This design comes from an exercise in tuning for small area, a short achievable clock period and few clock cycles per item on the open sky130 flow, not from production work.
Function was checked by simulation only, so behaviour that the tests miss may differ from the original.
Power and IR drop assume default switching activity.

### config.mk
export PLATFORM = sky130hd
export DESIGN_NAME = pola_codec
export DESIGN_NICKNAME = pola_codec
export VERILOG_FILES = /design/flow/design.v
export SDC_FILE = /design/flow/constraint.sdc
export NUM_CORES = 4
export LEC_CHECK = 0
export CAP_MARGIN = 20
export CORE_MARGIN = 2
export CORE_UTILIZATION = 40
export SLEW_MARGIN = 20
### constraint.sdc
create_clock -name core_clock -period 60.0 [get_ports {clk}]
set_input_delay 12.0000 -clock core_clock [delete_from_list [all_inputs] [get_ports {clk}]]
set_output_delay 12.0000 -clock core_clock [all_outputs]
set_load 0.01 [all_outputs]
### design.v
module pola_codec (
    input  wire        clk,
    input  wire        rst,
    input  wire        dec_in_valid,
    output wire        dec_in_ready,
    input  wire [11:0] dec_code,
    output reg         dec_out_valid,
    output wire [31:0] dec_sample,
    input  wire        enc_in_valid,
    output wire        enc_in_ready,
    input  wire [31:0] enc_sample,
    output reg         enc_out_valid,
    output reg  [11:0] enc_code
);
    assign dec_in_ready = 1'b1;
    assign enc_in_ready = 1'b1;
    reg        dv_r, ev_r;
    reg [11:0] code_r;
    reg [31:0] samp_r;
    always @(posedge clk) begin
        if (rst) begin
            dv_r <= 1'b0;
            ev_r <= 1'b0;
        end else begin
            dv_r <= dec_in_valid;
            ev_r <= enc_in_valid;
        end
        code_r <= dec_code;
        samp_r <= enc_sample;
    end
    wire        c11 = code_r[11];
    wire [11:0] a   = {code_r[10:0] ^ {11{~c11}}, 1'b1};
    wire        inc = c11 | ~code_r[10];
    wire        s8 = (a[11:4] == 8'd0);
    wire [11:0] a1 = s8 ? {a[3:0], 8'd0} : a;
    wire        s4 = (a1[11:8] == 4'd0);
    wire [11:0] a2 = s4 ? {a1[7:0], 4'd0} : a1;
    wire        s2 = (a2[11:10] == 2'd0);
    wire [11:0] a3 = s2 ? {a2[9:0], 2'd0} : a2;
    wire        s1 = ~a3[11];
    wire [11:0] an = s1 ? {a3[10:0], 1'b0} : a3;
    wire [3:0]  lz = {s8, s4, s2, s1};
    reg  [11:0] low;
    reg         cy, zb;
    integer i;
    always @(*) begin
        cy = 1'b0;
        zb = 1'b1;
        for (i = 0; i < 12; i = i + 1) begin
            low[i] = an[i] ^ (inc & (cy | zb & an[i]));
            cy     = an[i] & (cy | zb);
            zb     = zb & ~an[i];
        end
        cy = cy & inc;
    end
    wire        sp = inc & (&a);
    wire [3:0]  ex = (4'd14 - lz) | {3'd0, sp};
    wire [30:0] dec_mag = {4'b0111, ex,
                           an[10:1] & {10{~sp}}, (an[0] | cy) & ~sp, low};
    wire        sg = samp_r[31];
    wire [7:0]  e  = samp_r[30:23];
    wire [22:0] f  = samp_r[22:0];
    wire        big = e[7] | (&e[6:0]);                     
    wire        mid = (e[7:4] == 4'b0111) && (e[3:0] >= 4'd3) && (e[3:0] != 4'd15);
    wire        nzn = (e >= 8'd103) || ((e == 8'd102) && (f != 23'd0));
    wire [3:0]  k   = 4'd14 - e[3:0];
    wire [24:0] zg  = {1'b1, f, 1'b0} >> k;                 
    wire [23:0] z   = zg[24:1];
    wire        g   = zg[0];
    reg         st;
    always @(*) begin
        st = 1'b0;
        for (i = 0; i < 10; i = i + 1)
            if (i + 2 <= k) st = st | f[i];
    end
    wire [11:0] A   = z[12:1];
    wire [10:0] Bz  = z[23:13];
    wire        incp = z[0] & (g | st | z[1]);
    wire        q    = z[0] | (g & st);
    wire        ltp  = ({1'b0, A} + {12'd0, incp}) < {2'b0, Bz};
    wire        gtn  = ({1'b0, A} + {12'd0, q}) > {2'b0, Bz};
    wire        d    = sg ? ~gtn : ltp;
    wire [11:0] r    = {1'b1, Bz} - {11'd0, d};
    wire [11:0] enc_c = big ? {12{~sg}} :
                        mid ? (r ^ {12{sg}}) :
                        (sg & nzn) ? 12'd2047 : 12'd2048;
    reg  [30:0] dmag_r;
    reg         dsgn_r;
    always @(posedge clk) begin
        if (rst) begin
            dec_out_valid <= 1'b0;
            enc_out_valid <= 1'b0;
        end else begin
            dec_out_valid <= dv_r;
            enc_out_valid <= ev_r;
        end
        dsgn_r  <= ~c11;
        dmag_r  <= dec_mag;
        enc_code <= enc_c;
    end
    assign dec_sample = {dsgn_r, dmag_r};
endmodule
### run.sh
#!/bin/bash
# synth_recipe.tcl (not shown) runs the flow's synth.tcl, then flattens the netlist and writes it again
# the make line also repeats each setting of config.mk as NAME=value (left out here)
make -C /OpenROAD-flow-scripts/flow DESIGN_CONFIG=/design/flow/config.mk WORK_HOME=/design/flow/orfs CLKGATE_MAP_FILE= SYNTH_SCRIPT=/design/flow/synth_recipe.tcl finish
==> results.json <==
{
  "drt_iter0_drc": 394,
  "fin_area_sq_um": 7290,
  "ys_seq_area_frac": 0.291,
  "powerDensity_nw_per_um2": 26.8,
  "seq_area_sq_um": 1760,
  "synth_flop_cell": "dfxtp_1",
  "leakagePower_uw": 0.00282,
  "cp_max_fo": 1,
  "grt_pass1_vias": 5252,
  "status": "finished clean",
  "worst_slew_pin_slew_ns": 0.968,
  "period_minus_slack_ns": 13.21,
  "dp_hpwl_mm": 11.9,
  "cts_tree": "done",
  "rows": 44,
  "grt.total_usage": 0.195,
  "antenna_found_initial": 0,
  "final_cell_mix": "clkdlybuf4s50_1, dfxtp_1, nand2_1",
  "ioPinCount": 96,
  "drive_gt1_frac": 0.100,
  "fp.dieW_um": 127,
  "place_congestion": 0.982,
  "worst_skew_pair.late_latency_ns": 0.34,
  "synth_edf_count": 0,
  "num-fill-cells": 1371,
  "peakVddDrop_mv": 0.0193,
  "ys_async_sr_fraction": 0,
  "grt_max_degree": 33,
  "post-route-period-util": 0.220,
  "dieArea_sq_um": 16100,
  "grt_pass1_wl_mm": 25.6,
  "crit_required_ns": 48.00,
  "cts_buffer_depth": 2,
  "cp.buffers_inverters": 1,
  "fin_setup_tns_ns": 0,
  "crit_family": "buffers and inverters",
  "drc": 0,
  "htreeDepth": 3,
  "vias": 5382,
  "drv_slew": 0,
  "grt_overflow": 0,
  "multi_input_area_sq_um": 4000,
  "place_area_sq_um": 6990,
  "timing.slew.headroom": 0.355,
  "synthCells": 685,
  "final-setup-viol-count": 0,
  "dieHeight_um": 127,
  "ant_nets": 0,
  "crit_path_end_kind": "output port",
  "firstDrtPassIters": 5,
  "totalPowerFinal_uw": 196,
  "layout.nets": 824,
  "cap_violations": 0,
  "antenna_cells": 0,
  "hold_path.class": "flop to flop",
  "numCtsBuffers": 9,
  "max_freq_mhz": 75.7,
  "synthToLayoutAreaGrowth_pct": 20.4,
  "path_clk_slew_ns": 0.06,
  "cp_slowest_cell": "clkdlybuf4s50_1",
  "setup.worst_path.class": "flop to output port",
  "max_stage_delay_ns": 0.55,
  "crit_arrival_ns": 1.21,
  "synth_area_sq_um": 6060,
  "post_drt_wl_per_cell_um": 16.5,
  "cp_cell_sequence": "clkdlybuf4s50_1",
  "yosysWarnings": 1,
  "ys_ff_latch": 88,
  "hold_violations": 0,
  "coreArea_sq_um": 14600,
  "cp-start-kind": "flop",
  "avgSynthCellArea_sq_um": 8.84,
  "wl_mm": 15.4,
  "initial_core_util": 0.414,
  "numClockSinks": 88,
  "root_buffer": "clkbuf_16",
  "synthDistinctLibCells": 84,
  "viasPerCell": 5.77,
  "io_buffers": 89,
  "ctsResizeCount": 0,
  "fin_skew_ns": 0.00876,
  "post-cts-setup-buffer-count": 0,
  "rsz0062_at_grt": "false",
  "hold_buffers": 0,
  "reg2reg_slack_ns": 52.70,
  "final_common_cell": "clkdlybuf4s50_1"
}
## stage by stage
step	setup WS (ns)	hold slack [ns]	instances	utilization
6_report	46.79	0.464	933	0.498
3_5_place_dp	47.15	0.440	918	0.478
3_3_place_gp	47.15	0.452	918	0.478
4_1_cts	46.76	0.474	933	0.498
5_1_grt	46.74	0.481	933	0.498
2_1_floorplan	47.60	0.414	689	-
## layer usage
layer | up-vias | wire [um] | GRT usage
met4 | 0 | 333 | 0.0698
met3 | 27 | 665 | 0.0348
met2 | 146 | 7950 | 0.346
li1 | 2628 | - | -
met1 | 2581 | 6450 | 0.237
met5 | - | 0 | 0
## cells by family after synthesis
group / after synthesis / share of synthesized area
adders and majority gates: 31 / 0.0640
buffers and inverters: 67 / 0.0535
other: 2 / 0.00124
and+or+nand+nor: 229 / 0.204
xor gates and xnor gates: 38 / 0.0550
muxes: 60 / 0.139
AOI/OAI and AO/OA: 170 / 0.193
DFF: 88 / 0.291
## flip-flops by register name, summed over array words and instances, names as in the netlist
register / flops
dsgn_r: 1
code_r: 12
samp_r: 32
enc_out_valid: 1
dv_r: 1
dec_out_valid: 1
dmag_r: 27
enc_code: 12
ev_r: 1
## report_power, final
| part | internal, uW | switching [uW] | leakage (uW) |
|---|---|---|---|
| clock network | 32.2 | 22.5 | 0.000138 |
| logic | 35.1 | 37.2 | 0.00194 |
| registers | 64.5 | 4.05 | 0.000740 |
## cell type report
cell class | count | area share
Clock buffer | 9 | 0.0309
Clock inverter | 6 | 0.00927
Inverter | 16 | 0.00824
Multi-Input combinational cell | 534 | 0.549
Sequential cell | 88 | 0.242
Tap cell | 184 | 0.0316
Timing Repair Buffer | 96 | 0.129
## Yosys cell counts, types with 5 or more instances
master    count  share of area
dfxtp_1      88           0.29
nand2_1      54          0.033
a21oi_1      46          0.038
nor2_1       46          0.029
mux2i_1      32          0.053
ha_1         31          0.064
xnor2_1      26          0.038
clkbuf_1     22          0.014
o21ai_0      21          0.017
mux4_2       18          0.067
nor2b_1      18          0.019
o22ai_1      18          0.019
nand3_1      15          0.012
inv_1        14         0.0087
o21a_1       13          0.016
buf_4        12          0.015
nor4_1       12          0.012
xor2_1       12          0.017
nand2b_1     11          0.011
and2_1       10          0.010
buf_2        10         0.0083
and3_1        9         0.0093
mux2_2        9          0.017
nand4_1       8         0.0083
nor3_1        8         0.0066
or2_2         8         0.0083
a21o_1        7         0.0087
o211ai_1      7         0.0087
or3_1         7         0.0072
a211oi_1      6         0.0074
a31oi_1       5         0.0052
buf_1         5         0.0031
## path summary, 6_finish.rpt
kind,start,to,depth (start not counted)
max reg2reg,samp_r[23]$_DFF_P_,enc_code[10]$_DFF_P_,31
min reg2reg,dv_r$_SDFF_PP0_,dec_out_valid$_SDFF_PP0_,1
min,dv_r$_SDFF_PP0_,dec_out_valid$_SDFF_PP0_,1
max,enc_code[3]$_DFF_P_,enc_code[3],1
Testbench counts, summed over its fixed seeds: cycles 16,016, items 32,000.

[port drivers added, routing unchanged]
How much do the figures lean on ideal ports? The routed layout below was timed once more, with nothing changed but the port constraints. Step 1 sets driving cells, clkbuf_16 on the clock port and buf_2 on the other inputs (assumed; they add their load-dependent delay and slew). Step 2 moves the port delays by t, midway between the first and last clock arrival at a register: inputs arrive t later, outputs are due t later. That takes back most of the time a late clock gives input paths. a / b / c = no drivers / after step 1 / after step 2; a / b = the first two.
t (ns): 0.380
setup WS [ns]: 46.786 / 46.746 / 47.126
latest minus earliest clock arrival (ns): 0.009 / 0.008
After both steps this run still meets setup and hold. For this run, drivers alone change the setup slack by -0.040 ns; drivers and shift together by +0.340 ns.
